Context: an optimization exercise on an open-source flow, tuned for small area, a short achievable clock period and few clock cycles. The choices shown serve that exercise and are no tape-out recipe. In this exercise RTL edits were held to simulation tests only and were not proved equivalent to the original. Power figures rest on the tool's default switching activity, not on a simulated workload.

$ cat flow/flow/run.sh
#!/bin/bash
set -euo pipefail
export BUFFER_PORTS_ARGS="-buffer_cell sky130_fd_sc_hd__buf_1"
bash standard.sh > standard.log 2>&1
$ cat flow/standard.sh
#!/bin/bash
# synth_recipe.tcl (not shown) runs the flow's synth.tcl, then flattens the netlist and writes it again
# the make line also repeats each setting of config.mk as NAME=value (left out here)
make -C /OpenROAD-flow-scripts/flow DESIGN_CONFIG=/design/flow/config.mk WORK_HOME=/design/flow/orfs CLKGATE_MAP_FILE= SYNTH_SCRIPT=/design/flow/synth_recipe.tcl "${@:-finish}"
$ cat flow/config.mk
export PLATFORM = sky130hd
export DESIGN_NAME = trb_render
export DESIGN_NICKNAME = trb_render
export VERILOG_FILES = /design/flow/design.v
export SDC_FILE = /design/flow/constraint.sdc
export NUM_CORES = 4
export LEC_CHECK = 0
export CAP_MARGIN = 20
export CORE_MARGIN = 2
export CORE_UTILIZATION = 40
export CTS_BUF_LIST = sky130_fd_sc_hd__clkbuf_2 sky130_fd_sc_hd__clkbuf_4
export SLEW_MARGIN = 20
$ cat flow/constraint.sdc
create_clock -name core_clock -period 10.0 [get_ports {clk}]
set_input_delay 2.0000 -clock core_clock [delete_from_list [all_inputs] [get_ports {clk}]]
set_output_delay 2.0000 -clock core_clock [all_outputs]
set_load 0.01 [all_outputs]
$ cat flow/design.v
module trb_render (
    input  wire        clk,
    input  wire        rst,           
    input  wire        start,         
    input  wire [31:0] xscroll,       
    input  wire [31:0] yscroll,       
    input  wire        transp,        
    input  wire        sheet_valid,
    input  wire [31:0] sheet_dim,     
    output wire        busy,
    output reg         done,
    output wire        err,
    output wire [3:0]  errcode,
    output reg         tile_rd,
    output wire [11:0] tile_addr,
    input  wire [33:0] tile_rdata,    
    output reg         idx_rd,
    output reg  [11:0] idx_addr,
    input  wire [1:0]  idx_rdata,
    output reg         fb_we,
    output reg  [9:0]  fb_addr,
    output reg  [7:0]  fb_wdata
);
    reg busy_r, idle_r, chk;
    assign busy = busy_r;
    wire accept = start & idle_r;
    reg [9:0] sw;
    reg       tr;
    reg       err_r, ec1_r, ec0_r;
    assign err     = err_r;
    assign errcode = {1'b0, err_r, ec1_r, ec0_r};
    reg       vG;
    reg [5:0] px;
    reg [2:0] x, y;
    reg [5:0] tx, ty;
    reg       nt0, nt1, nt2, nt3;    
    assign tile_addr = {ty, tx};
    reg       v1, vI, vD, lastW;
    reg [2:0] x1, y1, xI, yI;
    reg [1:0] dbits;
    reg [31:0] color;
    wire       eol     = (px == 6'd39);
    wire       xw      = (x == 3'd7);
    wire       next_nt = eol | xw;
    wire       advG    = vG & ~(next_nt & (nt0 | nt1));
    wire [5:0] tx_d    = eol ? (xw ? 6'd60 : 6'd59) : {5'd0, xw};
    wire lastD = vD & (fb_addr == 10'd958);
    wire kill  = lastD | (chk & err_r);
    reg [7:0] subc;
    always @(*) begin
        case (idx_rdata)
            2'd0: subc = color[7:0];
            2'd1: subc = color[15:8];
            2'd2: subc = color[23:16];
            default: subc = color[31:24];
        endcase
    end
    wire [2:0] sx = dbits[0] ? ~xI : xI;
    wire [2:0] sy = dbits[1] ? ~yI : yI;
    always @(posedge clk) begin
        if (idle_r) begin
            sw    <= sheet_dim[9:0];
            tr    <= transp;
            err_r <= ~sheet_valid | (sheet_dim[15:3] == 13'd0) | (sheet_dim[31:19] == 13'd0);
            ec1_r <= sheet_valid & ((sheet_dim[15:3] == 13'd0) | (sheet_dim[31:19] == 13'd0));
            ec0_r <= ~sheet_valid;
            x     <= xscroll[2:0];
            tx    <= xscroll[8:3];
            y     <= yscroll[2:0];
            ty    <= yscroll[8:3];
            px    <= 6'd0;
            fb_addr <= 10'h3FF;
        end else begin
            if (advG) begin
                x  <= x + 3'd1;
                tx <= tx + tx_d;
                if (eol) begin
                    px <= 6'd0;
                    y  <= y + 3'd1;
                    if (y == 3'd7) ty <= ty + 6'd1;
                end else begin
                    px <= px + 6'd1;
                end
            end
            if (vD) fb_addr <= fb_addr + 10'd1;
        end
        x1 <= x;  y1 <= y;
        xI <= x1; yI <= y1;
        nt2 <= nt1; nt3 <= nt2;
        if (nt1) dbits <= tile_rdata[33:32];
        if (nt3) color <= tile_rdata[31:0];
        idx_addr <= sy * sw + {9'd0, sx};
        fb_wdata <= subc;
    end
    always @(posedge clk) begin
        if (rst) begin
            busy_r <= 1'b0; idle_r <= 1'b1; chk <= 1'b0; done <= 1'b0;
            vG <= 1'b0; v1 <= 1'b0; vI <= 1'b0; vD <= 1'b0; lastW <= 1'b0;
            nt0 <= 1'b0; nt1 <= 1'b0;
            tile_rd <= 1'b0; idx_rd <= 1'b0; fb_we <= 1'b0;
        end else begin
            chk   <= accept;
            lastW <= lastD;
            done  <= (chk & err_r) | lastW;
            if (accept) begin
                busy_r <= 1'b1; idle_r <= 1'b0;
            end else if ((chk & err_r) | lastW) begin
                busy_r <= 1'b0; idle_r <= 1'b1;
            end
            fb_we <= vD & ~(tr & (subc == 8'hFF));
            if (kill) begin
                vG <= 1'b0; v1 <= 1'b0; vI <= 1'b0; idx_rd <= 1'b0; vD <= 1'b0;
                nt0 <= 1'b0; nt1 <= 1'b0; tile_rd <= 1'b0;
            end else begin
                if (accept) vG <= 1'b1;
                nt0 <= accept | (advG & next_nt);
                nt1 <= nt0;
                tile_rd <= accept | (advG & next_nt) | nt1;
                v1 <= advG;
                vI <= v1;
                idx_rd <= vI;
                vD <= idx_rd;
            end
        end
    end
endmodule
==> notes.md, run 1 <==
- Die Height: 123.3 um
- Pwr Total: 1.257 mW
- #FFs+latches synth: 130
- CP max FO: 10
- Ranking of synthesized cells by area: edfxtp_1 (35%), dfxtp_1 (23%), ha_1 (8.4%)
- Reg power frac: 51.6%
- All-Layer GR Usage: 15.15%
- Num CTS Buffers: 17
- Clk Latency, worst-skew pair: 0.53 ns
- Crit path DAT: 4.13 ns
- Core footprint: 13880 sq um
- Comb pwr share: 22.7%
- Final Cycle Share: 36.79%
- Max Cap Violations: 0
- I/O Buffers: 138
- Critical path depth in cells: 12
- DP Worst Slack: 6.313 ns
- NetSw: 0.3793 mW
- Crit path max-delay cell type: fa_1
- Initial DRC Count: 107
- CTS H-tree depth: 4
- Ys flop type: edfxtp_1
- Clock power share: 25.7%
- Sequential share of the synthesized area: 57.32%
- Area delta synth->final: 16.57%
- Int Pwr: 0.8773 mW
- Hold path endpoint: nt3$_DFF_P_
- Full die area: 15200 sq um
- CP bufs+invs: 2
- Layout Nets: 777
- Most frequent CP cell: fa_1
- CP Cell Sequence: xor2_1 -> nand2_1 -> fa_1 -> inv_1 -> fa_1 -> inv_1 -> fa_1 -> nand2b_1 -> a21oi_1 -> nor3_1 -> a21oi_1 -> xor2_1
- Commonest cells in the netlist: edfxtp_1 (66), dfxtp_1 (64), ha_1 (38), nand2_1 (36), and2_1 (29)
- Final Wtd Congestion: 0.8137
- Worst setup path category: flip-flop to flip-flop
- Switching part of the total power: 30.18%
- Worst Tran Pin Value: 0.7275 ns
- Share of cells above drive strength 1: 7.947%
- Post-synth ARST share: 0%
- First-pass GRT wire length: 17390 um
- Detailed-route via count: 3780
- Max Transition Viols Final: 0
- Final Hold Fails: 0
- Worst r2r path cells: 12
- Routed wire length: 11040 um
- Area leader, netlist: edfxtp_1
- PD cells: 189.4 nW/um^2
- Overflow after GRT: 0
- Root Buffer: clkbuf_4
- Post-synthesis cell type count: 45
- Post-CTS Setup Bufs: 0
- Placed cell area: 6380 sq um
- Number of synthesized flops with an enable pin: 66
- Setup ws final: 6.321 ns
- DP HPWL: 8301 um
- Residual DRC: 0
- CP delay by family, top: adder cells
- R2R Setup Slk: 6.32 ns
- Routed len/inst: 14.06 um
- WHS Path Cells: 0
- Post_cts resized: 0
- Syn Area/Cell: 12.82 sq um
- CTS sink cnt: 130
- Worst vdd ir: 0.00009985 V
- Relative slew slack: 51.50%
- Cell Area, Synth: 5693 sq um
- IO Count: 189
- Max incr delay on CP: 0.56 ns
- Reg clk slew, reported paths: 0.12 ns
- Critical path startpoint category: flip-flop
- Initial DRT Pass Iterations: 4
- Design area: 6636 sq um
- Syn Nets: 630
- Clock buffer depth: 2
- Std cell rows: 43
- Hold Path Class: flip-flop to flip-flop
- TritonCTS clock tree: yes
- Post-synthesis instance total: 444
- Hold buffers post-CTS: 0
- Starting Density: 41.01%
- Min-delay src: nt2$_DFF_P_
- RSZ-0062 raised after global routing: no
- Final TNS setup: 0 ns
- Chip width: 123.3 um
- Number of global-route vias before repair: 3799
- WP data required: 10.45 ns
- Leak: 2.560 nW
- Final Critical Period: 3.679 ns
- CP Capture Type: flip-flop
- ANT nets after route: 0
- Reg2Reg Launch Point: dbits[1]$_DFFE_PP_
- Worst Skew: 0.01909 ns
- FF-to-FF End: idx_addr[9]$_DFF_P_
- Pin count of the biggest net entering global routing: 62
- Synth top area share: 34.81%
- Initial antenna violation count: 1
- Most instantiated library cell after synthesis: edfxtp_1
- Yosys warns: 1
- Final setup fails: 0
- Fmax: 0.2718 GHz
- Drt via density: 4.815
- Status: no timing/DRC/antenna violations
state kept, by name, summed over array words and instances, names as in the netlist, 6 cells and up:
| register | count |
|---|---|
| color | 32 |
| fb_addr | 10 |
| fb_wdata | 8 |
| idx_addr | 12 |
| px | 6 |
| sw | 10 |
| tx | 6 |
| ty | 6 |
power groups by stage:
| stage | Combinational (mW) | Sequential, mW | Clock [mW] |
|---|---|---|---|
| floorplan | 0.186 | 0.679 | 0 |
| global placement | 0.283 | 0.660 | 0 |
| detailed placement | 0.287 | 0.662 | 0 |
| CTS | 0.291 | 0.650 | 0.336 |
| global route | 0.328 | 0.657 | 0.358 |
| finish | 0.286 | 0.649 | 0.323 |
routing by layer:
layer,GRT usage (%),vias to the layer above,wire length (um)
met5,0,-,0
met4,7.102,0,286
met3,5.258,24,527
met2,24.52,85,5484
met1,18.08,1801,4741
li1,-,1870,-
layout by cell type (no fill, tap or decap), types with 2 or more instances in the layout:
cell type,instances
nand3_1,10
xnor2_1,15
nor3_1,7
inv_6,2
inv_1,14
and2_1,29
fa_1,11
dfxtp_1,63
and3_1,4
clkinvlp_4,2
nand2_1,36
nor2_1,16
mux4_2,8
a21oi_1,17
clkinv_2,3
o21ai_1,15
buf_1,138
clkinv_4,3
nor4_1,6
edfxtp_1,66
xor2_1,21
o21ai_0,3
a21o_1,4
clkbuf_4,19
nand4_1,8
ha_1,38
o21bai_1,2
nand2b_1,10
clkinv_1,2
buf_4,2
mux2_1,7
o21a_1,4
logic make-up (layout without fill, tap and decap cells):
| group | after synthesis | in the layout | share of synthesized area (%) |
|---|---|---|---|
| compound gates | 52 | 52 | 5.495 |
| xor+xnor | 37 | 37 | 5.824 |
| fa+ha+maj | 49 | 49 | 12.22 |
| buf+inv | 27 | 187 | 2.264 |
| flops | 130 | 130 | 57.32 |
| mux | 15 | 15 | 4.549 |
| other cells | 1 | 2 | 0.06587 |
| simple gates | 133 | 133 | 12.26 |
how the worst max path moves through the flow:
stage	from	end	slack (ns)
floorplan	dbits[1]$_DFFE_PP_	idx_addr[9]$_DFF_P_	6.68
global placement	dbits[1]$_DFFE_PP_	idx_addr[9]$_DFF_P_	6.32
detailed placement	dbits[1]$_DFFE_PP_	idx_addr[9]$_DFF_P_	6.31
CTS	dbits[1]$_DFFE_PP_	idx_addr[9]$_DFF_P_	6.27
global route	dbits[1]$_DFFE_PP_	idx_addr[9]$_DFF_P_	6.00
finish	dbits[1]$_DFFE_PP_	idx_addr[9]$_DFF_P_	6.32
final cells by class:
type                    instances  area (sq um)
clock buffers                  19         142.6
well taps                     180         225.2
diodes                          1         2.502
clock inverters                13         111.4
flip-flops and latches        130          3264
multi-input cells             287          2301
fillers                      1341          7244
repair buffers                140         533.0
inverters                      15         56.30
through the flow:
stage                     utilization (%)  std cells  hold WS, ns
after floorplan                         -        444       0.3096
after global placement              45.96        752       0.3125
after detailed placement            45.96        752       0.3128
after CTS                           47.79        784       0.3390
after global routing                47.81        785       0.3340
final                               47.81        785       0.3335
Testbench counts, summed over its fixed seeds: cycles 62,952.
==> run 2: changes to the inputs <==
==> flow/flow/run.sh (replaced) <==
#!/bin/bash
set -euo pipefail
export BUFFER_PORTS_ARGS="-buffer_cell sky130_fd_sc_hd__buf_1"
export SETUP_SLACK_MARGIN=7.0
bash standard.sh > standard.log 2>&1
--- a/flow/config.mk
+++ b/flow/config.mk
@@ -8,5 +8,5 @@
 export CAP_MARGIN = 20
 export CORE_MARGIN = 2
 export CORE_UTILIZATION = 40
-export CTS_BUF_LIST = sky130_fd_sc_hd__clkbuf_2 sky130_fd_sc_hd__clkbuf_4
+export CTS_BUF_LIST = sky130_fd_sc_hd__clkbuf_4 sky130_fd_sc_hd__clkbuf_8
 export SLEW_MARGIN = 20
==> notes.md, run 2 <==
- I/O Buffers: 138
- Final setup fails: 0
- Starting Density: 41.01%
- Area occupied by registers: 3297 sq um
- Clock buffer depth: 2
- Ys flop type: edfxtp_1
- Syn Nets: 630
- Largest registers: color (32), idx_addr (12)
- Crit path max-delay cell type: fa_1
- CP max FO: 3
- Detailed-route via count: 3860
- All-Layer GR Usage: 15.85%
- Worst setup path category: flip-flop to flip-flop
- Commonest cells in the netlist: edfxtp_1 (66), dfxtp_1 (64), ha_1 (38), nand2_1 (36), and2_1 (29)
- Drt via density: 4.783
- CP delay by family, top: adder cells
- FF-to-FF End: idx_addr[8]$_DFF_P_
- Worst vdd ir: 0.00008665 V
- Core footprint: 13880 sq um
- Post-synthesis instance total: 444
- Reg clk slew, reported paths: 0.07 ns
- WHS Path Cells: 0
- Full die area: 15200 sq um
- Num CTS Buffers: 17
- Min-delay src: nt2$_DFF_P_
- Status: no timing/DRC/antenna violations
- Fmax: 0.3252 GHz
- Overflow after GRT: 0
- Critical path startpoint category: flip-flop
- Number of synthesized flops with an enable pin: 66
- Max FFs per register: 32
- PD cells: 206.0 nW/um^2
- Post-synth ARST share: 0%
- Initial DRT Pass Iterations: 4
- Root Buffer: clkbuf_8
- Chip width: 123.3 um
- Largest Register: color
- Max incr delay on CP: 0.57 ns
- Initial antenna violation count: 0
- Max Transition Viols Final: 0
- Worst Skew: 0.007852 ns
- Final TNS setup: 0 ns
- Max Cap Violations: 0
- Worst Tran Pin Value: 0.6198 ns
- Die Height: 123.3 um
- Residual DRC: 0
- R2R Setup Slk: 6.92 ns
- Leading cell types in the layout, fill and taps excluded: buf_1 (113), edfxtp_1 (66), dfxtp_1 (53), nand2_1 (34), ha_1 (34)
- Worst Setup SP: dbits[1]$_DFFE_PP_
- Most instantiated library cell after synthesis: edfxtp_1
- Final Critical Period: 3.075 ns
- #FFs+latches synth: 130
- Routed len/inst: 14.44 um
- Final Core Density: 51.92%
- Footprint of the multi-input gates: 2441 sq um
- Crit path DAT: 3.44 ns
- Worst r2r path cells: 12
- Relative slew slack: 58.68%
- CTS H-tree depth: 4
- Pin count of the biggest net entering global routing: 62
- Hold path endpoint: nt3$_DFF_P_
- RSZ-0062 raised after global routing: yes
- Share of cells above drive strength 1: 19.94%
- IO Count: 189
- Routed wire length: 11650 um
- Hold Path Class: flip-flop to flip-flop
- Fill count: 1285
- DP HPWL: 8501 um
- Area delta synth->final: 26.59%
- Reg2Reg Launch Point: dbits[1]$_DFFE_PP_
- CTS sink cnt: 130
- Most common cell after layout, fill and taps aside: buf_1
- Final Hold Fails: 0
- Leak: 2.836 nW
- Ant. Diodes: 0
- Final Wtd Congestion: 0.7992
- WP data required: 10.36 ns
- Cell Area, Synth: 5693 sq um
- Number of global-route vias before repair: 3824
- Sequential share of the synthesized area: 57.32%
- ANT nets after route: 0
- Post-synthesis cell type count: 45
- Std cell rows: 43
- Synth top area share: 34.81%
- Clk Latency, worst-skew pair: 0.44 ns
- Final Cycle Share: 30.75%
- Ranking of synthesized cells by area: edfxtp_1 (35%), dfxtp_1 (23%), ha_1 (8.4%)
- Initial DRC Count: 87
- Area leader, netlist: edfxtp_1
- Syn Area/Cell: 12.82 sq um
- CP bufs+invs: 2
- TritonCTS clock tree: yes
- CP Cell Sequence: buf_6 -> xor2_4 -> nand2_2 -> fa_1 -> inv_1 -> fa_1 -> ha_1 -> a21oi_2 -> o2111ai_2 -> a21o_1 -> a21oi_2 -> xnor2_1
- First-pass GRT wire length: 17920 um
- Layout Nets: 800
- CP Capture Type: flip-flop
- Yosys warns: 1
[run 2: through the flow]
stage	setup WS, ns	std cells	cell area [sq um]	power, mW	hold slack [ns]
global placement	6.345	752	6427	0.9515	0.3136
detailed placement	6.294	752	6427	0.9584	0.3121
floorplan	6.934	444	5741	0.8751	0.3096
finish	6.925	807	7207	1.484	0.3269
CTS	6.914	802	7089	1.483	0.3284
global route	6.812	807	7207	1.573	0.3332
[run 2: cell families after synthesis]
group	share of synthesized area, %
AOI/OAI and AO/OA	5.495
xor gates and xnor gates	5.824
adders and majority gates	12.22
buffers and inverters	2.264
DFF	57.32
muxes	4.549
other	0.06587
and+or+nand+nor	12.26
[run 2: layout make-up]
class,instances,area share (%)
repair buffers,163,10.31
flip-flops and latches,130,45.75
clock inverters,12,2.604
well taps,180,3.125
multi-input cells,287,33.87
inverters,15,0.7813
clock buffers,20,3.559
[run 2: worst max path at each step]
| stage | slack, ns | depth (start not counted) | endpoint |
|---|---|---|---|
| 2_1_floorplan | 6.93 | 12 | idx_addr[9]$_DFF_P_ |
| 3_3_place_gp | 6.35 | 5 | fb_we$_SDFF_PP0_ |
| 3_5_place_dp | 6.29 | 5 | fb_we$_SDFF_PP0_ |
| 4_1_cts | 6.91 | 13 | idx_addr[9]$_DFF_P_ |
| 5_1_grt | 6.81 | 12 | idx_addr[8]$_DFF_P_ |
| 6_report | 6.92 | 12 | idx_addr[8]$_DFF_P_ |
[run 2: timing repair]
action	in CTS	in global routing
endpoints found under the setup margin	35	32
hold buffers	0	0
setup buffers	18	5
gates resized for setup	30	33
pin swaps	7	8
[run 2: per-layer routing]
layer  routed length, um  GRT usage (%)
met3                 633          5.673
met2                6054          26.48
met5                   0              0
met4                 313          7.386
met1                4653          18.14
[run 2: power breakdown]
part	leakage [nW]	internal (mW)	switching (mW)	total [mW]
clock	0.223	0.302	0.194	0.496
combinational	1.45	0.159	0.182	0.342
sequential	1.17	0.624	0.0227	0.647
total	2.84	1.09	0.399	1.48
==> run 3: changes to the inputs <==
==> flow/flow/run.sh (replaced) <==
#!/bin/bash
set -euo pipefail
export BUFFER_PORTS_ARGS="-buffer_cell sky130_fd_sc_hd__buf_1"
bash standard.sh > standard.log 2>&1
==> notes.md, run 3 <==
- Cell Area, Synth: 5693 sq um
- Initial antenna violation count: 0
- Crit path DAT: 4.03 ns
- Sequential share of the synthesized area: 57.32%
- FF-to-FF End: idx_addr[9]$_DFF_P_
- Num CTS Buffers: 17
- Full die area: 15200 sq um
- Leading cell types in the layout, fill and taps excluded: buf_1 (138), edfxtp_1 (66), dfxtp_1 (63), ha_1 (38), nand2_1 (36)
- Core footprint: 13880 sq um
- Hold Path Class: flip-flop to flip-flop
- Relative slew slack: 50.73%
- First-pass GRT wire length: 17440 um
- Post-synthesis cell type count: 45
- WP data required: 10.36 ns
- Share of cells above drive strength 1: 8.113%
- Max FFs per register: 32
- All-Layer GR Usage: 15.20%
- Status: no timing/DRC/antenna violations
- TritonCTS clock tree: yes
- CP max FO: 10
- Post-synthesis instance total: 444
- Clock buffer depth: 2
- Area delta synth->final: 18.57%
- Synth top area share: 34.81%
- R2R Setup Slk: 6.33 ns
- Number of global-route vias before repair: 3787
- Final Wtd Congestion: 0.8137
- DP Worst Slack: 6.313 ns
- Clk Latency, worst-skew pair: 0.44 ns
- Worst Skew: 0.01109 ns
- Die Height: 123.3 um
- CP Capture Type: flip-flop
- PD cells: 199.7 nW/um^2
- Final Critical Period: 3.667 ns
- Syn Area/Cell: 12.82 sq um
- Pin count of the biggest net entering global routing: 62
- Setup ws final: 6.333 ns
- Fill count: 1319
- CTS sink cnt: 130
- Starting Density: 41.01%
- Post_cts resized: 0
- Reg clk slew, reported paths: 0.07 ns
- Max Cap Violations: 0
- Initial DRT Pass Iterations: 4
- Worst vdd ir: 0.0001426 V
- Most instantiated library cell after synthesis: edfxtp_1
- Residual DRC: 0
- Area leader, netlist: edfxtp_1
- Detailed-route via count: 3771
- Footprint of the multi-input gates: 2301 sq um
- Root Buffer: clkbuf_8
- IO Count: 189
- RSZ-0062 raised after global routing: no
- Commonest cells in the netlist: edfxtp_1 (66), dfxtp_1 (64), ha_1 (38), nand2_1 (36), and2_1 (29)
- Largest Register: color
- Final setup fails: 0
- WHS Path Cells: 0
- Initial DRC Count: 115
- Routed len/inst: 14.16 um
- Post-synth ARST share: 0%
- Final Cycle Share: 36.67%
- Fmax: 0.2727 GHz
- I/O Buffers: 138
- Syn Nets: 630
- Fin cells: 784
- Worst Tran Pin Value: 0.7390 ns
- Std cell rows: 43
- Critical path startpoint category: flip-flop
- Worst r2r path cells: 12
- Ant. Diodes: 0
- Placed cell count: 752
- Drt via density: 4.810
- Leak: 2.610 nW
- Chip width: 123.3 um
- Hold path endpoint: xI[0]$_DFF_P_
- Final TNS setup: 0 ns
- #FFs+latches synth: 130
- Largest registers: color (32), idx_addr (12)
- Ranking of synthesized cells by area: edfxtp_1 (35%), dfxtp_1 (23%), ha_1 (8.4%)
- Ys flop type: edfxtp_1
- Number of synthesized flops with an enable pin: 66
- Final Hold Fails: 0
- Post-CTS Setup Bufs: 0
- Routed wire length: 11110 um
- Reg2Reg Launch Point: dbits[1]$_DFFE_PP_
- Min-delay src: x1[0]$_DFF_P_
- Max Transition Viols Final: 0
- Area occupied by registers: 3264 sq um
- Overflow after GRT: 0
- Worst setup path category: flip-flop to flip-flop
- Yosys warns: 1
- ANT nets after route: 0
- Most common cell after layout, fill and taps aside: buf_1
- Hold buffers post-CTS: 0
- Layout Nets: 777
- CTS H-tree depth: 4
- DP HPWL: 8301 um
==> run 3: changes by cell type in the layout (fill, tap and decap cells not counted), sizes merged <==
cell      change
inv           +2
bufinv        -4
clkinv        +1
clkbuf       -13
clkinvlp      +1
buf          -10
==> run 3: critical path: stages (launching register included) <==
cell	delay [ns]
edfxtp_1	0.47
xor2_1	0.53
nand2_1	0.15
fa_1	0.52
inv_1	0.05
fa_1	0.56
inv_1	0.07
fa_1	0.44
nand2b_1	0.18
a21oi_1	0.20
nor3_1	0.10
a21oi_1	0.18
xor2_1	0.15
==> run 3: worst max-delay path by stage <==
stage / startpoint / end / slack (ns) / depth (start not counted)
global route: dbits[1]$_DFFE_PP_ / idx_addr[9]$_DFF_P_ / 6.01 / 12
detailed placement: dbits[1]$_DFFE_PP_ / idx_addr[9]$_DFF_P_ / 6.31 / 12
finish: dbits[1]$_DFFE_PP_ / idx_addr[9]$_DFF_P_ / 6.33 / 12
floorplan: dbits[1]$_DFFE_PP_ / idx_addr[9]$_DFF_P_ / 6.68 / 12
CTS: dbits[1]$_DFFE_PP_ / idx_addr[9]$_DFF_P_ / 6.29 / 12
global placement: dbits[1]$_DFFE_PP_ / idx_addr[9]$_DFF_P_ / 6.32 / 12
==> run 3: through the flow <==
| step | total power, mW | util, % | cell area, sq um | hold WS [ns] |
|---|---|---|---|---|
| finish | 1.348 | 48.63 | 6750 | 0.3281 |
| global route | 1.434 | 48.63 | 6750 | 0.3375 |
| CTS | 1.366 | 48.63 | 6750 | 0.3302 |
| detailed placement | 0.9493 | 45.96 | 6380 | 0.3128 |
| global placement | 0.9431 | 45.96 | 6380 | 0.3125 |
| floorplan | 0.8655 | - | 5693 | 0.3096 |
==> run 3: cells by family (layout without fill, tap and decap cells) <==
kind of cell,count (synthesis),in the layout,share of synthesized area (%)
AOI/OAI and AO/OA,52,52,5.495
xor gates and xnor gates,37,37,5.824
adders and majority gates,49,49,12.22
buffers and inverters,27,187,2.264
DFF,130,130,57.32
muxes,15,15,4.549
other,1,1,0.06587
and+or+nand+nor,133,133,12.26
==> run 3: metal layers <==
metal  up-vias  routed length (um)  global-route usage (%)
met1      1810                4726                   18.19
met5         -                   0                       0
li1       1868                   -                       -
met4         0                 212                   6.179
met2        79                5660                   24.83
met3        14                 506                   5.489
==> run 3: area by class of cell <==
cell class,instances,area share (%)
flip-flops and latches,130,48.36
multi-input cells,287,34.09
repair buffers,140,7.896
clock buffers,20,3.892
well taps,180,3.336
clock inverters,12,1.594
inverters,15,0.8341
==> run 3: where the power goes <==
| part | internal [mW] | leakage [nW] | switching, mW |
|---|---|---|---|
| Sequential | 0.626 | 1.17 | 0.0231 |
| Combinational | 0.123 | 1.25 | 0.162 |
| Clock | 0.209 | 0.188 | 0.204 |
| Total | 0.958 | 2.61 | 0.390 |
==> run 4: changes to the inputs <==
--- a/flow/design.v
+++ b/flow/design.v
@@ -36,7 +36,7 @@
     reg       nt0, nt1, nt2, nt3;    
     assign tile_addr = {ty, tx};
     reg       v1, vI, vD, lastW;
-    reg [2:0] x1, y1, xI, yI;
+    reg [2:0] x1, y1, sx, sy;    
     reg [1:0] dbits;
     reg [31:0] color;
     wire       eol     = (px == 6'd39);
@@ -55,8 +55,7 @@
             default: subc = color[31:24];
         endcase
     end
-    wire [2:0] sx = dbits[0] ? ~xI : xI;
-    wire [2:0] sy = dbits[1] ? ~yI : yI;
+    wire [1:0] dnow = nt1 ? tile_rdata[33:32] : dbits;
     always @(posedge clk) begin
         if (idle_r) begin
             sw    <= sheet_dim[9:0];
@@ -85,7 +84,8 @@
             if (vD) fb_addr <= fb_addr + 10'd1;
         end
         x1 <= x;  y1 <= y;
-        xI <= x1; yI <= y1;
+        sx <= x1 ^ {3{dnow[0]}};
+        sy <= y1 ^ {3{dnow[1]}};
         nt2 <= nt1; nt3 <= nt2;
         if (nt1) dbits <= tile_rdata[33:32];
         if (nt3) color <= tile_rdata[31:0];
==> flow/flow/run.sh (replaced) <==
#!/bin/bash
set -euo pipefail
export BUFFER_PORTS_ARGS="-buffer_cell sky130_fd_sc_hd__buf_1"
export SETUP_SLACK_MARGIN=6.95
bash standard.sh > standard.log 2>&1
==> notes.md, run 4 <==
- Die Height: 123.2 um
- CTS H-tree depth: 4
- Worst r2r path cells: 11
- Starting Density: 40.97%
- Number of synthesized flops with an enable pin: 64
- DP HPWL: 8227 um
- Clock power share: 29.2%
- RSZ-0062 raised after global routing: yes
- Final TNS setup: 0 ns
- Crit path max-delay cell type: edfxtp_1
- Hold Path Class: flip-flop to flip-flop
- Routed wire length: 11230 um
- Switching part of the total power: 31.17%
- Share of cells above drive strength 1: 13.66%
- Num CTS Buffers: 17
- Overflow after GRT: 0
- Final Wtd Congestion: 0.7812
- Final setup fails: 0
- Post-synthesis instance total: 443
- Worst vdd ir: 0.00009098 V
- CTS sink cnt: 130
- Cell Area, Synth: 5687 sq um
- Clock buffer depth: 2
- WP data required: 8.00 ns
- Most common cell after layout, fill and taps aside: buf_1
- ANT nets after route: 0
- CP Cell Sequence: clkbuf_2
- Sequential share of the synthesized area: 57.03%
- FF-to-FF End: idx_addr[11]$_DFF_P_
- CP Capture Type: output port
- Post-synth ARST share: 0%
- Pwr Total: 1.620 mW
- Status: no timing/DRC/antenna violations
- PD cells: 233.9 nW/um^2
- Min-delay src: nt2$_DFF_P_
- CP delay by family, top: flip-flops
- All-Layer GR Usage: 15.06%
- Number of global-route vias before repair: 3704
- TritonCTS clock tree: yes
- Syn Nets: 629
- Max incr delay on CP: 0.44 ns
- NetSw: 0.5050 mW
- Reg clk slew, reported paths: 0.07 ns
- Final Cycle Share: 30.35%
- Synth top area share: 33.80%
- Layout Nets: 788
- Residual DRC: 0
- Initial DRC Count: 144
- Final Core Density: 49.89%
- Setup ws final: 6.965 ns
- Final Hold Fails: 0
- Reg2Reg Launch Point: sy[2]$_DFF_P_
- I/O Buffers: 138
- Int Pwr: 1.115 mW
- Worst Skew: 0.009829 ns
- Max Transition Viols Final: 0
- Leading cell types in the layout, fill and taps excluded: buf_1 (128), edfxtp_1 (64), dfxtp_1 (53), ha_1 (38), nand2_1 (34)
- Hold Slack: 0.3307 ns
- Drt via density: 4.721
- Critical path startpoint category: flip-flop
- Max Cap Violations: 0
- Comb pwr share: 29.0%
- Hold buffers post-CTS: 0
- Detailed-route via count: 3753
- Syn Area/Cell: 12.84 sq um
- Ant. Diodes: 0
- Leak: 2.688 nW
- Initial DRT Pass Iterations: 4
- Area leader, netlist: edfxtp_1
- Commonest cells in the netlist: dfxtp_1 (66), edfxtp_1 (64), ha_1 (38), nand2_1 (34), and2_1 (29)
- Final Critical Period: 3.035 ns
- Std cell rows: 43
- Largest Register: color
- Fin cells: 795
- Full die area: 15190 sq um
- Reg power frac: 41.8%
- Fill count: 1282
- DP Worst Slack: 6.341 ns
- Area delta synth->final: 21.78%
- Initial antenna violation count: 0
- CP max FO: 3
- Pin count of the biggest net entering global routing: 52
- Routed len/inst: 14.12 um
- CP bufs+invs: 1
- Placed cell area: 6376 sq um
- Ys flop type: dfxtp_1
- Design area: 6925 sq um
- Core footprint: 13880 sq um
- WHS Path Cells: 0
- Most instantiated library cell after synthesis: dfxtp_1
- Placed cell count: 751
- Worst setup path category: flip-flop to output port
- Chip width: 123.2 um
- Yosys warns: 1
- Max FFs per register: 32
- IO Count: 189
- Fmax: 0.3294 GHz
- Area occupied by registers: 3264 sq um
- Ranking of synthesized cells by area: edfxtp_1 (34%), dfxtp_1 (23%), ha_1 (8.4%)
- First-pass GRT wire length: 17190 um
- Post-synthesis cell type count: 48
- Footprint of the multi-input gates: 2323 sq um
- Crit path DAT: 1.04 ns
- #FFs+latches synth: 130
- Relative slew slack: 65.75%
- Clk Latency, worst-skew pair: 0.45 ns
- Hold path endpoint: nt3$_DFF_P_
- Root Buffer: clkbuf_8
- R2R Setup Slk: 7.06 ns
- Worst Tran Pin Value: 0.5137 ns
- Largest registers: color (32), idx_addr (12)
==> run 4: changes by cell type in the layout (fill, tap and decap cells not counted), moves of 5 or more <==
cell and change:
buf_4 +12, dfxtp_2 +10, o21ai_0 +7, a21oi_1 -5
o21ai_1 -7, dfxtp_1 -10, clkbuf_2 +8, xor2_1 -7
xnor2_1 +9, buf_1 -10
==> run 4: kinds of logic (layout without fill, tap and decap cells) <==
family	Yosys count	in the layout	share of synthesized area (%)
muxes	17	17	4.907
DFF	130	130	57.03
AOI/OAI and AO/OA	49	49	5.457
xor gates and xnor gates	38	38	5.853
buffers and inverters	27	199	2.222
adders and majority gates	49	49	12.23
and+or+nand+nor	132	132	12.23
other	1	1	0.06594
==> run 4: worst max path at each step <==
stage / start / to / slack (ns) / cells after the start
floorplan: idx_rdata[0] / fb_we$_SDFF_PP0_ / 7.01 / 5
global route: err_r$_DFFE_PP_ / err / 6.90 / 1
global placement: idx_rdata[0] / fb_we$_SDFF_PP0_ / 6.35 / 5
finish: err_r$_DFFE_PP_ / errcode[2] / 6.96 / 1
CTS: sy[1]$_DFF_P_ / idx_addr[11]$_DFF_P_ / 6.87 / 11
detailed placement: idx_rdata[0] / fb_we$_SDFF_PP0_ / 6.34 / 5
==> run 4: power groups by stage <==
stage | clock [mW] | combinational [mW] | sequential (mW)
6_report | 0.473 | 0.470 | 0.678
5_1_grt | 0.504 | 0.534 | 0.687
4_1_cts | 0.483 | 0.464 | 0.678
3_5_place_dp | 0 | 0.452 | 0.691
3_3_place_gp | 0 | 0.443 | 0.690
2_1_floorplan | 0 | 0.324 | 0.702
==> run 4: metal layers <==
metal / part of all wire (%) / track usage (%) / wire (um) / vias to the layer above
li1: - / - / - / 1886
met1: 41 / 16.83 / 4612 / 1741
met2: 51 / 25.72 / 5674 / 100
met3: 5.7 / 4.751 / 644 / 26
met4: 2.6 / 7.741 / 293 / 0
met5: 0 / 0 / 0 / -
==> run 4: final cells by class <==
| cell class | count | share of cell area, % |
|---|---|---|
| Clock buffer | 18 | 3.487 |
| Clock inverter | 14 | 2.584 |
| Inverter | 15 | 0.8130 |
| Multi-Input combinational cell | 286 | 33.55 |
| Sequential cell | 130 | 47.14 |
| Tap cell | 180 | 3.252 |
| Timing Repair Buffer | 152 | 9.178 |
==> run 4: what timing repair did <==
| action | 4_1_cts | 5_1_grt |
|---|---|---|
| setup endpoints to repair | 20 | 18 |
| buffers inserted | 7 | 5 |
| pin swaps | 0 | 0 |
| gates resized for setup | 8 | 18 |
Testbench counts of run 4, summed over its fixed seeds: cycles 62,952.
==> run 5: changes to the inputs <==
==> flow/flow/run.sh (replaced) <==
#!/bin/bash
set -euo pipefail
export BUFFER_PORTS_ARGS="-buffer_cell sky130_fd_sc_hd__buf_1"
export SETUP_SLACK_MARGIN=6.90
bash standard.sh > standard.log 2>&1
==> notes.md, run 5 <==
- Status: no timing/DRC/antenna violations
- ANT nets after route: 0
- Full die area: 15190 sq um
- Clock power share: 29.3%
- Reg clk slew, reported paths: 0.08 ns
- Cell Area, Synth: 5687 sq um
- Post-synthesis instance total: 443
- Comb pwr share: 28.6%
- I/O Buffers: 138
- Leading cell types in the layout, fill and taps excluded: buf_1 (135), edfxtp_1 (64), dfxtp_1 (58), ha_1 (38), nand2_1 (34)
- CP max FO: 4
- Max FFs per register: 32
- DP HPWL: 8227 um
- Max Transition Viols Final: 0
- Initial antenna violation count: 0
- Die Height: 123.2 um
- Number of global-route vias before repair: 3681
- Reg power frac: 42.1%
- Initial DRT Pass Iterations: 4
- Synth top area share: 33.80%
- Area delta synth->final: 20.73%
- Layout Nets: 782
- Worst r2r path cells: 11
- FF-to-FF End: idx_addr[11]$_DFF_P_
- Final Critical Period: 3.060 ns
- Initial DRC Count: 164
- Routed len/inst: 14.13 um
- TritonCTS clock tree: yes
- Final Hold Fails: 0
- Placed cell count: 751
- WP data required: 8.00 ns
- Yosys warns: 1
- Fin cells: 789
- Commonest cells in the netlist: dfxtp_1 (66), edfxtp_1 (64), ha_1 (38), nand2_1 (34), and2_1 (29)
- Detailed-route via count: 3731
- #FFs+latches synth: 130
- CP Cell Sequence: buf_1
- Num CTS Buffers: 17
- Most instantiated library cell after synthesis: dfxtp_1
- Final TNS setup: 0 ns
- Number of synthesized flops with an enable pin: 64
- Final Cycle Share: 30.60%
- CTS sink cnt: 130
- Post-synth ARST share: 0%
- Hold path endpoint: nt3$_DFF_P_
- Max Cap Violations: 0
- Largest registers: color (32), idx_addr (12)
- First-pass GRT wire length: 17140 um
- Ranking of synthesized cells by area: edfxtp_1 (34%), dfxtp_1 (23%), ha_1 (8.4%)
- CTS H-tree depth: 4
- Placed cell area: 6376 sq um
- Most common cell after layout, fill and taps aside: buf_1
- Pin count of the biggest net entering global routing: 52
- Min-delay src: nt2$_DFF_P_
- CP bufs+invs: 1
- Design area: 6865 sq um
- Ant. Diodes: 0
- PD cells: 235.1 nW/um^2
- IO Count: 189
- Leak: 2.645 nW
- Fmax: 0.3268 GHz
- Worst vdd ir: 0.00008830 V
- Reg2Reg Launch Point: sy[2]$_DFF_P_
- Critical path startpoint category: flip-flop
- Largest Register: color
- Routed wire length: 11150 um
- Final setup fails: 0
- Std cell rows: 43
- Relative slew slack: 65.76%
- WHS Path Cells: 0
- Chip width: 123.2 um
- Root Buffer: clkbuf_8
- Post-synthesis cell type count: 48
- Clk Latency, worst-skew pair: 0.45 ns
- Area leader, netlist: edfxtp_1
- CP Capture Type: output port
- Switching part of the total power: 31.17%
- Crit path max-delay cell type: edfxtp_1
- Clock buffer depth: 2
- Final Wtd Congestion: 0.7812
- Starting Density: 40.97%
- Overflow after GRT: 0
- Worst Skew: 0.009766 ns
- Syn Area/Cell: 12.84 sq um
- R2R Setup Slk: 7.06 ns
- Worst Tran Pin Value: 0.5136 ns
- Int Pwr: 1.111 mW
- Max incr delay on CP: 0.45 ns
- CP delay by family, top: flip-flops
- Sequential share of the synthesized area: 57.03%
- Hold Slack: 0.3307 ns
- Drt via density: 4.729
- Crit path DAT: 1.06 ns
- Fill count: 1284
- Ys flop type: dfxtp_1
- Critical path depth in cells: 1
- NetSw: 0.5030 mW
- All-Layer GR Usage: 15.02%
- RSZ-0062 raised after global routing: yes
- Residual DRC: 0
- Core footprint: 13880 sq um
- Syn Nets: 629
- Worst setup path category: flip-flop to output port
- Share of cells above drive strength 1: 10.84%
- Hold Path Class: flip-flop to flip-flop
==> run 5: stage by stage <==
stage | util (%) | setup WS (ns) | total power, mW
floorplan | - | 7.009 | 1.025
detailed placement | 45.93 | 6.341 | 1.144
finish | 49.46 | 6.940 | 1.614
global placement | 45.93 | 6.348 | 1.133
CTS | 49.04 | 6.873 | 1.620
global route | 49.46 | 6.886 | 1.719
==> run 5: power groups by stage <==
stage,clock [mW],sequential (mW),combinational [mW]
global placement,0,0.690,0.443
global route,0.504,0.688,0.527
floorplan,0,0.702,0.324
finish,0.472,0.679,0.462
detailed placement,0,0.691,0.452
CTS,0.483,0.680,0.457
==> run 5: final cells by class <==
cell class	instances	area (sq um)	share of cell area, %
timing repair buffer	146	581.8	8.475
inverter	15	56.30	0.8201
multi-input combinational	286	2323	33.84
clock inverter	14	178.9	2.606
tap	180	225.2	3.280
clock buffer	18	241.5	3.517
sequential	130	3258	47.46
==> run 5: how the worst max path moves through the flow <==
stage,to,slack (ns),startpoint
2_1_floorplan,fb_we$_SDFF_PP0_,7.01,idx_rdata[0]
3_3_place_gp,fb_we$_SDFF_PP0_,6.35,idx_rdata[0]
3_5_place_dp,fb_we$_SDFF_PP0_,6.34,idx_rdata[0]
4_1_cts,idx_addr[11]$_DFF_P_,6.87,sy[1]$_DFF_P_
5_1_grt,tile_addr[9],6.89,ty[3]$_DFFE_PP_
6_report,tile_addr[9],6.94,ty[3]$_DFFE_PP_
==> run 5: repair_timing <==
item,CTS,global route
hold endpoints to repair,0,0
gates cloned,0,0
setup buffers,1,5
pin swaps,0,0
hold buffers,0,0
endpoints found under the setup margin,6,14
gates resized for setup,2,12
==> run 5: layer usage <==
layer / GRT usage [%] / part of all wire, %
met1: 16.74 / 41
met2: 25.69 / 50
met3: 4.751 / 5.9
met4: 7.741 / 2.6
met5: 0 / 0
==> run 5: cells by family after synthesis <==
group	Yosys count	share of synthesized area, %
simple gates	132	12.23
flops	130	57.03
fa+ha+maj	49	12.23
compound gates	49	5.457
xor+xnor	38	5.853
buf+inv	27	2.222
mux	17	4.907
other cells	1	0.06594
==> run 5: worst reg2reg max path, delay by kind of cell, from the launching register on <==
| family | cells | cell delay, ns |
|---|---|---|
| buf+inv | 2 | 0.12 |
| simple gates | 2 | 0.21 |
| compound gates | 3 | 0.57 |
| fa+ha+maj | 3 | 1.46 |
| flops | 1 | 0.39 |
| xor+xnor | 1 | 0.11 |
==> run 6: changes to the inputs <==
==> flow/flow/run.sh (replaced) <==
#!/bin/bash
set -euo pipefail
export BUFFER_PORTS_ARGS="-buffer_cell sky130_fd_sc_hd__buf_1"
bash standard.sh > standard.log 2>&1
==> notes.md, run 6 <==
- Placed cell area: 6376 sq um
- ANT nets after route: 0
- CTS sink cnt: 130
- Starting Density: 40.97%
- Relative slew slack: 53.35%
- Most common cell after layout, fill and taps aside: buf_1
- Clk Latency, worst-skew pair: 0.45 ns
- Critical path startpoint category: input pin
- Most instantiated library cell after synthesis: dfxtp_1
- Layout Nets: 776
- Core footprint: 13880 sq um
- Fmax: 0.3180 GHz
- Overflow after GRT: 0
- Hold Slack: 0.3307 ns
- Max incr delay on CP: 0.52 ns
- Num CTS Buffers: 17
- Die Height: 123.2 um
- Full die area: 15190 sq um
- Post-synthesis instance total: 443
- Area leader, netlist: edfxtp_1
- Reg power frac: 42.4%
- Sequential share of the synthesized area: 57.03%
- DP HPWL: 8227 um
- TritonCTS clock tree: yes
- Detailed-route via count: 3701
- Post-synth ARST share: 0%
- Clock power share: 29.5%
- Area delta synth->final: 19.52%
- CP max FO: 8
- Pwr Total: 1.599 mW
- Syn Area/Cell: 12.84 sq um
- Initial DRT Pass Iterations: 4
- Yosys warns: 1
- Max Cap Violations: 0
- Routed len/inst: 14.10 um
- NetSw: 0.4982 mW
- Worst vdd ir: 0.00008828 V
- Hold Path Class: flip-flop to flip-flop
- Worst Tran Pin Value: 0.6998 ns
- Final Hold Fails: 0
- #FFs+latches synth: 130
- Worst Skew: 0.009851 ns
- Number of global-route vias before repair: 3677
- All-Layer GR Usage: 15.03%
- Max FFs per register: 32
- Pin count of the biggest net entering global routing: 52
- CP Cell Sequence: buf_1 -> mux4_2 -> nand4_1 -> nor3_1 -> nor3b_2
- Final Wtd Congestion: 0.7812
- Post_cts resized: 0
- Std cell rows: 43
- Design area: 6797 sq um
- Ys flop type: dfxtp_1
- Initial DRC Count: 171
- Final Critical Period: 3.144 ns
- Hold buffers post-CTS: 0
- Syn Nets: 629
- Leading cell types in the layout, fill and taps excluded: buf_1 (138), dfxtp_1 (65), edfxtp_1 (64), ha_1 (38), nand2_1 (34)
- Routed wire length: 11040 um
- Final Cycle Share: 31.44%
- Clock buffer depth: 2
- Post-CTS Setup Bufs: 0
- Final Core Density: 48.96%
- Fill count: 1291
- Largest Register: color
- Drt via density: 4.727
- CTS H-tree depth: 4
- First-pass GRT wire length: 17140 um
- Reg clk slew, reported paths: 0.08 ns
- Number of synthesized flops with an enable pin: 64
- Crit path DAT: 3.47 ns
- Post-synthesis cell type count: 48
- Initial antenna violation count: 0
- WP data required: 10.33 ns
- Comb pwr share: 28.2%
- CP Capture Type: flip-flop
- Worst setup path category: input pin to flip-flop
- Ranking of synthesized cells by area: edfxtp_1 (34%), dfxtp_1 (23%), ha_1 (8.4%)
- Root Buffer: clkbuf_8
- Status: no timing/DRC/antenna violations
- Int Pwr: 1.101 mW
- Synth top area share: 33.80%
- RSZ-0062 raised after global routing: no
- Ant. Diodes: 0
- Share of cells above drive strength 1: 7.960%
- Crit path max-delay cell type: buf_1
- Largest registers: color (32), idx_addr (12)
- Commonest cells in the netlist: dfxtp_1 (66), edfxtp_1 (64), ha_1 (38), nand2_1 (34), and2_1 (29)
- I/O Buffers: 138
- Switching part of the total power: 31.15%
- Max Transition Viols Final: 0
- Chip width: 123.2 um
- IO Count: 189
- PD cells: 235.3 nW/um^2
- Residual DRC: 0
- Leak: 2.608 nW
- Cell Area, Synth: 5687 sq um
- Final setup fails: 0
- Final TNS setup: 0 ns
[run 6: power by group through the flow]
stage | registers (mW) | clock network, mW | logic (mW)
floorplan | 0.702 | 0 | 0.324
global placement | 0.690 | 0 | 0.443
detailed placement | 0.691 | 0 | 0.452
CTS | 0.679 | 0.483 | 0.456
global route | 0.686 | 0.504 | 0.515
finish | 0.677 | 0.471 | 0.451
[run 6: worst max-delay path: cells and delay by family]
family                 cells  cell delay [ns]
and+or+nand+nor            3             0.59
buffers and inverters      1             0.52
muxes                      1             0.37
[run 6: metal layers]
layer	GRT usage, %	part of all wire, %	vias up
met5	0	0	-
met4	7.741	2.7	0
met3	4.751	5.9	26
li1	-	-	1863
met2	25.72	50	102
met1	16.74	42	1710
[run 6: final timing paths]
kind | cells after the start | to | slack, ns | from
worst max-delay path | 5 | fb_we$_SDFF_PP0_ | 6.86 | idx_rdata[0]
worst min-delay path | 0 | nt3$_DFF_P_ | 0.33 | nt2$_DFF_P_
worst min register to register | 0 | nt3$_DFF_P_ | 0.33 | nt2$_DFF_P_
worst max register to register | 11 | idx_addr[11]$_DFF_P_ | 6.87 | sy[2]$_DFF_P_
[run 6: kinds of logic (layout without fill, tap and decap cells)]
family                     Yosys count  count (layout)  synth area share, %
AOI/OAI and AO/OA                   49              49                5.457
xor gates and xnor gates            38              38                5.853
adders and majority gates           49              49                12.23
buffers and inverters               27             187                2.222
DFF                                130             130                57.03
muxes                               17              17                4.907
other                                1               1              0.06594
and+or+nand+nor                    132             132                12.23
[run 6: metrics by stage]
| step | cells | setup WS [ns] |
|---|---|---|
| after floorplan | 443 | 7.009 |
| after global placement | 751 | 6.348 |
| after detailed placement | 751 | 6.341 |
| after CTS | 783 | 6.818 |
| after global routing | 783 | 6.671 |
| final | 783 | 6.856 |
[run 6: cell type report]
| type | count | area, sq um | area share [%] |
|---|---|---|---|
| Clock buffer | 18 | 241.5 | 3.553 |
| Clock inverter | 14 | 178.9 | 2.633 |
| Inverter | 15 | 56.30 | 0.8284 |
| Multi-Input combinational cell | 286 | 2317 | 34.09 |
| Sequential cell | 130 | 3244 | 47.74 |
| Tap cell | 180 | 225.2 | 3.314 |
| Timing Repair Buffer | 140 | 533.0 | 7.842 |
==> run 7: changes to the inputs <==
==> flow/flow/run.sh (replaced) <==
#!/bin/bash
set -euo pipefail
export BUFFER_PORTS_ARGS="-buffer_cell sky130_fd_sc_hd__buf_1"
export SETUP_SLACK_MARGIN=6.95
bash standard.sh > standard.log 2>&1
--- a/flow/config.mk
+++ b/flow/config.mk
@@ -9,4 +9,6 @@
 export CORE_MARGIN = 2
 export CORE_UTILIZATION = 40
 export CTS_BUF_LIST = sky130_fd_sc_hd__clkbuf_4 sky130_fd_sc_hd__clkbuf_8
+export CTS_CLUSTER_DIAMETER = 100
+export CTS_CLUSTER_SIZE = 30
 export SLEW_MARGIN = 20
==> notes.md, run 7 <==
- PD cells: 233.9 nW/um^2
- Starting Density: 40.97%
- Synth top area share: 33.80%
- ANT nets after route: 0
- FF-to-FF End: idx_addr[11]$_DFF_P_
- Overflow after GRT: 0
- Reg power frac: 41.8%
- CTS H-tree depth: 4
- Leading cell types in the layout, fill and taps excluded: buf_1 (128), edfxtp_1 (64), dfxtp_1 (53), ha_1 (38), nand2_1 (34)
- Layout Nets: 788
- CP bufs+invs: 1
- DP Worst Slack: 6.341 ns
- Num CTS Buffers: 17
- Fill count: 1282
- Share of cells above drive strength 1: 13.66%
- Number of synthesized flops with an enable pin: 64
- Ant. Diodes: 0
- All-Layer GR Usage: 15.06%
- NetSw: 0.5050 mW
- Largest Register: color
- Worst setup path category: flip-flop to output port
- Leak: 2.688 nW
- Setup ws final: 6.965 ns
- CP delay by family, top: flip-flops
- Routed len/inst: 14.12 um
- Detailed-route via count: 3753
- Commonest cells in the netlist: dfxtp_1 (66), edfxtp_1 (64), ha_1 (38), nand2_1 (34), and2_1 (29)
- Number of global-route vias before repair: 3704
- Chip width: 123.2 um
- WHS Path Cells: 0
- TritonCTS clock tree: yes
- R2R Setup Slk: 7.06 ns
- Clock power share: 29.2%
- Placed cell count: 751
- Critical path startpoint category: flip-flop
- Most common cell after layout, fill and taps aside: buf_1
- Clock buffer depth: 2
- CP Cell Sequence: clkbuf_2
- Reg clk slew, reported paths: 0.07 ns
- Ys flop type: dfxtp_1
- Area delta synth->final: 21.78%
- Min-delay src: nt2$_DFF_P_
- Cell Area, Synth: 5687 sq um
- WP data required: 8.00 ns
- Die Height: 123.2 um
- I/O Buffers: 138
- DP HPWL: 8227 um
- Final Core Density: 49.89%
- Pin count of the biggest net entering global routing: 52
- Final Wtd Congestion: 0.7812
- Final setup fails: 0
- Initial DRT Pass Iterations: 4
- Post-synthesis cell type count: 48
- CP Capture Type: output port
- Initial antenna violation count: 0
- Crit path DAT: 1.04 ns
- Yosys warns: 1
- Final TNS setup: 0 ns
- Final Hold Fails: 0
- Relative slew slack: 65.75%
- Root Buffer: clkbuf_8
- Hold path endpoint: nt3$_DFF_P_
- IO Count: 189
- Max Transition Viols Final: 0
- Syn Area/Cell: 12.84 sq um
- Worst vdd ir: 0.00009098 V
- Status: no timing/DRC/antenna violations
- Full die area: 15190 sq um
- Comb pwr share: 29.0%
- Initial DRC Count: 144
- Final Critical Period: 3.035 ns
- Worst Tran Pin Value: 0.5137 ns
- Fmax: 0.3294 GHz
- #FFs+latches synth: 130
- Area leader, netlist: edfxtp_1
- Drt via density: 4.721
- Reg2Reg Launch Point: sy[2]$_DFF_P_
- Post-synthesis instance total: 443
- Hold Path Class: flip-flop to flip-flop
- CTS sink cnt: 130
- Clk Latency, worst-skew pair: 0.45 ns
- Crit path max-delay cell type: edfxtp_1
- CP max FO: 3
- Sequential share of the synthesized area: 57.03%
- RSZ-0062 raised after global routing: yes
- Most instantiated library cell after synthesis: dfxtp_1
- Post-synth ARST share: 0%
- Int Pwr: 1.115 mW
- Residual DRC: 0
- Largest registers: color (32), idx_addr (12)
- Max Cap Violations: 0
- Core footprint: 13880 sq um
- First-pass GRT wire length: 17190 um
- Placed cell area: 6376 sq um
- Max incr delay on CP: 0.44 ns
- Hold Slack: 0.3307 ns
- Fin cells: 795
- Design area: 6925 sq um
- Routed wire length: 11230 um
- Worst Skew: 0.009829 ns
- Ranking of synthesized cells by area: edfxtp_1 (34%), dfxtp_1 (23%), ha_1 (8.4%)
- Std cell rows: 43
- Final Cycle Share: 30.35%
- Worst r2r path cells: 11
- Switching part of the total power: 31.17%
- Syn Nets: 629
- Max FFs per register: 32
- Pwr Total: 1.620 mW
run 7: cell counts after synthesis:
Identical to the previous run, type by type.
run 7: how the worst max path moves through the flow:
stage	start	endpoint	slack, ns	depth (start not counted)
6_report	err_r$_DFFE_PP_	errcode[2]	6.96	1
5_1_grt	err_r$_DFFE_PP_	err	6.90	1
4_1_cts	sy[1]$_DFF_P_	idx_addr[11]$_DFF_P_	6.87	11
3_5_place_dp	idx_rdata[0]	fb_we$_SDFF_PP0_	6.34	5
3_3_place_gp	idx_rdata[0]	fb_we$_SDFF_PP0_	6.35	5
2_1_floorplan	idx_rdata[0]	fb_we$_SDFF_PP0_	7.01	5
run 7: area by class of cell:
cell class	count	area (sq um)	share of cell area [%]
Clock buffer	18	241.5	3.487
Clock inverter	14	178.9	2.584
Inverter	15	56.30	0.8130
Multi-Input combinational cell	286	2323	33.55
Sequential cell	130	3264	47.14
Tap cell	180	225.2	3.252
Timing Repair Buffer	152	635.6	9.178
run 7: repair_timing:
item                       in CTS  in global routing
setup endpoints to repair      20                 18
gates resized for setup         8                 18
buffers inserted                7                  5
hold buffers                    0                  0
cloned                          0                  0
run 7: cells by family after synthesis:
family	Yosys count	synth area share (%)
other	1	0.06594
and+or+nand+nor	132	12.23
AOI/OAI and AO/OA	49	5.457
muxes	17	4.907
adders and majority gates	49	12.23
buffers and inverters	27	2.222
xor gates and xnor gates	38	5.853
DFF	130	57.03
run 7: power groups by stage:
stage / Sequential, mW / Clock, mW / Combinational (mW)
floorplan: 0.702 / 0 / 0.324
global placement: 0.690 / 0 / 0.443
detailed placement: 0.691 / 0 / 0.452
CTS: 0.678 / 0.483 / 0.464
global route: 0.687 / 0.504 / 0.534
finish: 0.678 / 0.473 / 0.470
run 7: per-layer routing:
| layer | global-route usage (%) | vias to the layer above | part of all wire (%) |
|---|---|---|---|
| li1 | - | 1886 | - |
| met1 | 16.83 | 1741 | 41 |
| met2 | 25.72 | 100 | 51 |
| met3 | 4.751 | 26 | 5.7 |
| met4 | 7.741 | 0 | 2.6 |
| met5 | 0 | - | 0 |
==> run 8: changes to the inputs <==
--- a/flow/config.mk
+++ b/flow/config.mk
@@ -8,7 +8,7 @@
 export CAP_MARGIN = 20
 export CORE_MARGIN = 2
 export CORE_UTILIZATION = 40
-export CTS_BUF_LIST = sky130_fd_sc_hd__clkbuf_4 sky130_fd_sc_hd__clkbuf_8
-export CTS_CLUSTER_DIAMETER = 100
-export CTS_CLUSTER_SIZE = 30
+export CTS_BUF_LIST = sky130_fd_sc_hd__clkbuf_8 sky130_fd_sc_hd__clkbuf_16
+export CTS_CLUSTER_DIAMETER = 200
+export CTS_CLUSTER_SIZE = 40
 export SLEW_MARGIN = 20
==> notes.md, run 8 <==
- Hold buffers post-CTS: 0
- CP delay by family, top: flip-flops
- Initial antenna violation count: 0
- Final setup fails: 0
- Ant. Diodes: 0
- Worst setup path category: flip-flop to output port
- Num CTS Buffers: 17
- Die Height: 123.2 um
- PD cells: 251.5 nW/um^2
- NetSw: 0.5230 mW
- Overflow after GRT: 0
- Ys flop type: dfxtp_1
- Final Critical Period: 3.008 ns
- Pwr Total: 1.778 mW
- All-Layer GR Usage: 15.07%
- Leading cell types in the layout, fill and taps excluded: buf_1 (134), edfxtp_1 (64), dfxtp_1 (57), ha_1 (38), nand2_1 (34)
- RSZ-0062 raised after global routing: yes
- CP max FO: 4
- Sequential share of the synthesized area: 57.03%
- Core footprint: 13880 sq um
- Share of cells above drive strength 1: 11.29%
- Status: no timing/DRC/antenna violations
- Syn Nets: 629
- Reg power frac: 38.3%
- Pin count of the biggest net entering global routing: 52
- Final Hold Fails: 0
- Placed cell count: 751
- WP data required: 8.00 ns
- Crit path DAT: 1.01 ns
- Number of synthesized flops with an enable pin: 64
- Fin cells: 791
- CP Cell Sequence: buf_1
- #FFs+latches synth: 130
- Fill count: 1258
- Ranking of synthesized cells by area: edfxtp_1 (34%), dfxtp_1 (23%), ha_1 (8.4%)
- Largest Register: color
- Max FFs per register: 32
- First-pass GRT wire length: 17130 um
- Max Cap Violations: 0
- DP HPWL: 8227 um
- Largest registers: color (32), idx_addr (12)
- Leak: 2.745 nW
- Std cell rows: 43
- Post-synthesis cell type count: 48
- CP bufs+invs: 1
- TritonCTS clock tree: yes
- Root Buffer: clkbuf_16
- Int Pwr: 1.255 mW
- Full die area: 15190 sq um
- Layout Nets: 784
- ANT nets after route: 0
- Most instantiated library cell after synthesis: dfxtp_1
- Comb pwr share: 26.1%
- Worst Skew: 0.006571 ns
- Initial DRT Pass Iterations: 4
- Final TNS setup: 0 ns
- Placed cell area: 6376 sq um
- Commonest cells in the netlist: dfxtp_1 (66), edfxtp_1 (64), ha_1 (38), nand2_1 (34), and2_1 (29)
- Fmax: 0.3325 GHz
- Initial DRC Count: 178
- Crit path max-delay cell type: edfxtp_1
- Setup ws final: 6.992 ns
- Clock power share: 35.6%
- Number of global-route vias before repair: 3698
- Area leader, netlist: edfxtp_1
- Chip width: 123.2 um
- Final Wtd Congestion: 0.7812
- Routed wire length: 11150 um
- Worst vdd ir: 0.0001137 V
- Reg clk slew, reported paths: 0.06 ns
- Critical path startpoint category: flip-flop
- Area delta synth->final: 24.33%
- Routed len/inst: 14.10 um
- Detailed-route via count: 3755
- Switching part of the total power: 29.42%
- CTS H-tree depth: 4
- Most common cell after layout, fill and taps aside: buf_1
- Drt via density: 4.747
- Clk Latency, worst-skew pair: 0.42 ns
- Final Cycle Share: 30.08%
- Design area: 7071 sq um
- Residual DRC: 0
- Yosys warns: 1
- IO Count: 189
- Starting Density: 40.97%
- Cell Area, Synth: 5687 sq um
- Post-synth ARST share: 0%
- Syn Area/Cell: 12.84 sq um
- Post-synthesis instance total: 443
- I/O Buffers: 138
- CTS sink cnt: 130
- Hold Path Class: flip-flop to flip-flop
- Synth top area share: 33.80%
- CP Capture Type: output port
- Max Transition Viols Final: 0
- Max incr delay on CP: 0.43 ns
- Clock buffer depth: 2
- DP Worst Slack: 6.341 ns
## run 8: repair_timing
item	4_1_cts	5_1_grt
endpoints found under the setup margin	7	16
setup buffers	1	7
gates resized for setup	5	11
## run 8: cell type report
| cell class | instances | area (sq um) | share of cell area, % |
|---|---|---|---|
| flip-flops and latches | 130 | 3259 | 46.10 |
| well taps | 180 | 225.2 | 3.185 |
| multi-input cells | 286 | 2323 | 32.86 |
| repair buffers | 148 | 598.1 | 8.459 |
| clock buffers | 17 | 425.4 | 6.017 |
| clock inverters | 15 | 182.7 | 2.584 |
| inverters | 15 | 56.30 | 0.7963 |
## run 8: worst register-to-register path: stages, from the launching register on
cell	delay, ns
dfxtp_4	0.39
nand2_1	0.08
fa_1	0.54
inv_1	0.05
fa_1	0.52
inv_1	0.07
fa_2	0.40
nor2b_1	0.13
o21a_1	0.15
a31o_2	0.21
o221a_1	0.21
xnor2_1	0.07
## run 8: cell families (layout without fill, tap and decap cells)
| family | count (synthesis) | after routing | share of synthesized area (%) |
|---|---|---|---|
| AO/OA/AOI/OAI | 49 | 49 | 5.457 |
| XOR/XNOR | 38 | 38 | 5.853 |
| adder cells (fa/ha/maj) | 49 | 49 | 12.23 |
| buffers and inverters | 27 | 195 | 2.222 |
| flip-flops | 130 | 130 | 57.03 |
| multiplexers | 17 | 17 | 4.907 |
| other | 1 | 1 | 0.06594 |
| AND/OR/NAND/NOR | 132 | 132 | 12.23 |
## run 8: routing by layer
metal,wire [um],GRT usage [%],vias up,share of wire [%]
met2,5666,25.69,107,51
met3,670,5.120,17,6.0
met4,194,7.102,0,1.7
li1,-,-,1877,-
met5,0,0,-,0
met1,4620,16.92,1754,41
## run 8: through the flow
stage	util, %	hold WS (ns)
final	50.94	0.3266
after global routing	50.94	0.3331
after CTS	50.42	0.3264
after detailed placement	45.93	0.3128
after global placement	45.93	0.3142
after floorplan	-	0.3096
## run 8: path summary, 6_finish.rpt
kind	startpoint	to	slack (ns)	cells after the start
setup / recovery	ty[3]$_DFFE_PP_	tile_addr[9]	6.99	1
hold / removal	nt2$_DFF_P_	nt3$_DFF_P_	0.33	0
setup reg to reg	sy[2]$_DFF_P_	idx_addr[11]$_DFF_P_	7.06	11
hold reg to reg	nt2$_DFF_P_	nt3$_DFF_P_	0.33	0
## run 8: power by group through the flow
stage | combinational [mW] | sequential [mW] | clock, mW
2_1_floorplan | 0.324 | 0.702 | 0
3_3_place_gp | 0.443 | 0.690 | 0
3_5_place_dp | 0.452 | 0.691 | 0
4_1_cts | 0.458 | 0.682 | 0.647
5_1_grt | 0.529 | 0.689 | 0.669
6_report | 0.465 | 0.680 | 0.633
==> run 9: changes to the inputs <==
==> flow/flow/run.sh (replaced) <==
#!/bin/bash
set -euo pipefail
export BUFFER_PORTS_ARGS="-buffer_cell sky130_fd_sc_hd__buf_1"
export SETUP_SLACK_MARGIN=6.95
export CTS_ARGS="-sink_clustering_enable -repair_clock_nets -sink_clustering_size 30 -sink_clustering_max_diameter 100 -sink_buffer_max_cap_derate 1.0 -buf_list sky130_fd_sc_hd__clkbuf_4\ sky130_fd_sc_hd__clkbuf_8"
bash standard.sh > standard.log 2>&1
--- a/flow/config.mk
+++ b/flow/config.mk
@@ -8,7 +8,4 @@
 export CAP_MARGIN = 20
 export CORE_MARGIN = 2
 export CORE_UTILIZATION = 40
-export CTS_BUF_LIST = sky130_fd_sc_hd__clkbuf_8 sky130_fd_sc_hd__clkbuf_16
-export CTS_CLUSTER_DIAMETER = 200
-export CTS_CLUSTER_SIZE = 40
 export SLEW_MARGIN = 20
==> notes.md, run 9 <==
- Initial antenna violation count: 0
- Final Hold Fails: 0
- Most common cell after layout, fill and taps aside: buf_1
- WHS Path Cells: 0
- Std cell rows: 43
- Fmax: 0.3140 GHz
- Max Transition Viols Final: 0
- Final setup fails: 0
- Initial DRT Pass Iterations: 5
- Status: no timing/DRC/antenna violations
- Worst setup path category: flip-flop to output port
- Hold path endpoint: nt3$_DFF_P_
- CP max FO: 3
- Chip width: 123.2 um
- Ys flop type: dfxtp_1
- CP Cell Sequence: buf_1
- Worst r2r path cells: 11
- Number of synthesized flops with an enable pin: 64
- Area delta synth->final: 26.84%
- Layout Nets: 803
- Reg clk slew, reported paths: 0.08 ns
- Syn Area/Cell: 12.84 sq um
- Area leader, netlist: edfxtp_1
- Synth top area share: 33.80%
- Num CTS Buffers: 17
- Crit path max-delay cell type: edfxtp_1
- Clk Latency, worst-skew pair: 0.59 ns
- Largest registers: color (32), idx_addr (12)
- Ranking of synthesized cells by area: edfxtp_1 (34%), dfxtp_1 (23%), ha_1 (8.4%)
- Commonest cells in the netlist: dfxtp_1 (66), edfxtp_1 (64), ha_1 (38), nand2_1 (34), and2_1 (29)
- Ant. Diodes: 0
- CP Capture Type: output port
- Leading cell types in the layout, fill and taps excluded: buf_1 (92), edfxtp_1 (64), dfxtp_1 (45), ha_1 (38), nand2_1 (34)
- Final Core Density: 51.96%
- #FFs+latches synth: 130
- Number of global-route vias before repair: 3784
- Full die area: 15190 sq um
- Worst Tran Pin Value: 0.5078 ns
- Post-synth ARST share: 0%
- Worst Skew: 0.008476 ns
- CTS H-tree depth: 4
- Sequential share of the synthesized area: 57.03%
- Placed cell area: 6376 sq um
- CTS sink cnt: 130
- CP delay by family, top: flip-flops
- Drt via density: 4.710
- Worst vdd ir: 0.00009202 V
- Hold buffers post-CTS: 0
- Residual DRC: 0
- Cell Area, Synth: 5687 sq um
- Syn Nets: 629
- Max Cap Violations: 0
- TritonCTS clock tree: yes
- FF-to-FF End: idx_addr[11]$_DFF_P_
- IO Count: 189
- WP data required: 8.00 ns
- R2R Setup Slk: 7.10 ns
- Min-delay src: nt2$_DFF_P_
- Relative slew slack: 66.15%
- Routed len/inst: 14.13 um
- Final TNS setup: 0 ns
- Crit path DAT: 1.18 ns
- Share of cells above drive strength 1: 22.86%
- Post-synthesis cell type count: 48
- All-Layer GR Usage: 15.37%
- Max FFs per register: 32
- Most instantiated library cell after synthesis: dfxtp_1
- Routed wire length: 11440 um
- Design area: 7213 sq um
- Largest Register: color
- CP bufs+invs: 1
[run 9: cell counts after synthesis]
No cell type changed its count.
[run 9: timing repair]
action	in CTS	in global routing
resized for setup	71	23
setup buffers	21	6
endpoints found under the setup margin	55	56
pin swaps	0	1
[run 9: worst max path at each step]
| stage | start | cells after the start | endpoint |
|---|---|---|---|
| after CTS | err_r$_DFFE_PP_ | 1 | errcode[2] |
| after global routing | err_r$_DFFE_PP_ | 1 | errcode[2] |
| after global placement | idx_rdata[0] | 5 | fb_we$_SDFF_PP0_ |
| after floorplan | idx_rdata[0] | 5 | fb_we$_SDFF_PP0_ |
| after detailed placement | idx_rdata[0] | 5 | fb_we$_SDFF_PP0_ |
| final | err_r$_DFFE_PP_ | 1 | errcode[2] |
[run 9: cell type report]
cell class              count  area [sq um]
inverters                  15         56.30
multi-input cells         286          2336
well taps                 180         225.2
clock inverters            14         178.9
fillers                  1237          6668
repair buffers            167         899.6
flip-flops and latches    130          3282
clock buffers              18         235.2
[run 9: power breakdown]
part | total [mW] | internal [mW] | switching, mW | leakage, nW
clock network | 0.466 | 0.247 | 0.219 | 0.201
logic | 0.498 | 0.241 | 0.256 | 1.53
registers | 0.676 | 0.641 | 0.0346 | 1.17
total | 1.64 | 1.13 | 0.510 | 2.90
[run 9: metrics by stage]
stage | total power [mW] | hold WS (ns) | setup WS [ns] | std cells
6_report | 1.640 | 0.3313 | 6.815 | 810
5_1_grt | 1.745 | 0.3393 | 6.744 | 810
4_1_cts | 1.635 | 0.3315 | 6.768 | 804
3_5_place_dp | 1.144 | 0.3128 | 6.341 | 751
3_3_place_gp | 1.133 | 0.3142 | 6.348 | 751
2_1_floorplan | 1.025 | 0.3096 | 7.009 | 443
[run 9: cells by family after synthesis]
logic type,count (synthesis),synth area share (%)
adder cells (fa/ha/maj),49,12.23
flip-flops,130,57.03
buffers and inverters,27,2.222
XOR/XNOR,38,5.853
AND/OR/NAND/NOR,132,12.23
other,1,0.06594
multiplexers,17,4.907
AO/OA/AOI/OAI,49,5.457
[run 9: per-layer routing]
metal	track usage [%]	wire [um]	vias up
li1	-	-	1917
met1	17.13	4676	1771
met2	26.41	5809	100
met3	4.797	660	27
met4	7.741	297	0
met5	0	0	-

Check on run 9: ideal ports give 6.815 ns setup slack; a clkbuf_16 on the clock port and buf_2 on the inputs give 6.780 ns; moving port delays by the midpoint clock arrival (0.619 ns) as well gives 6.538 ns.
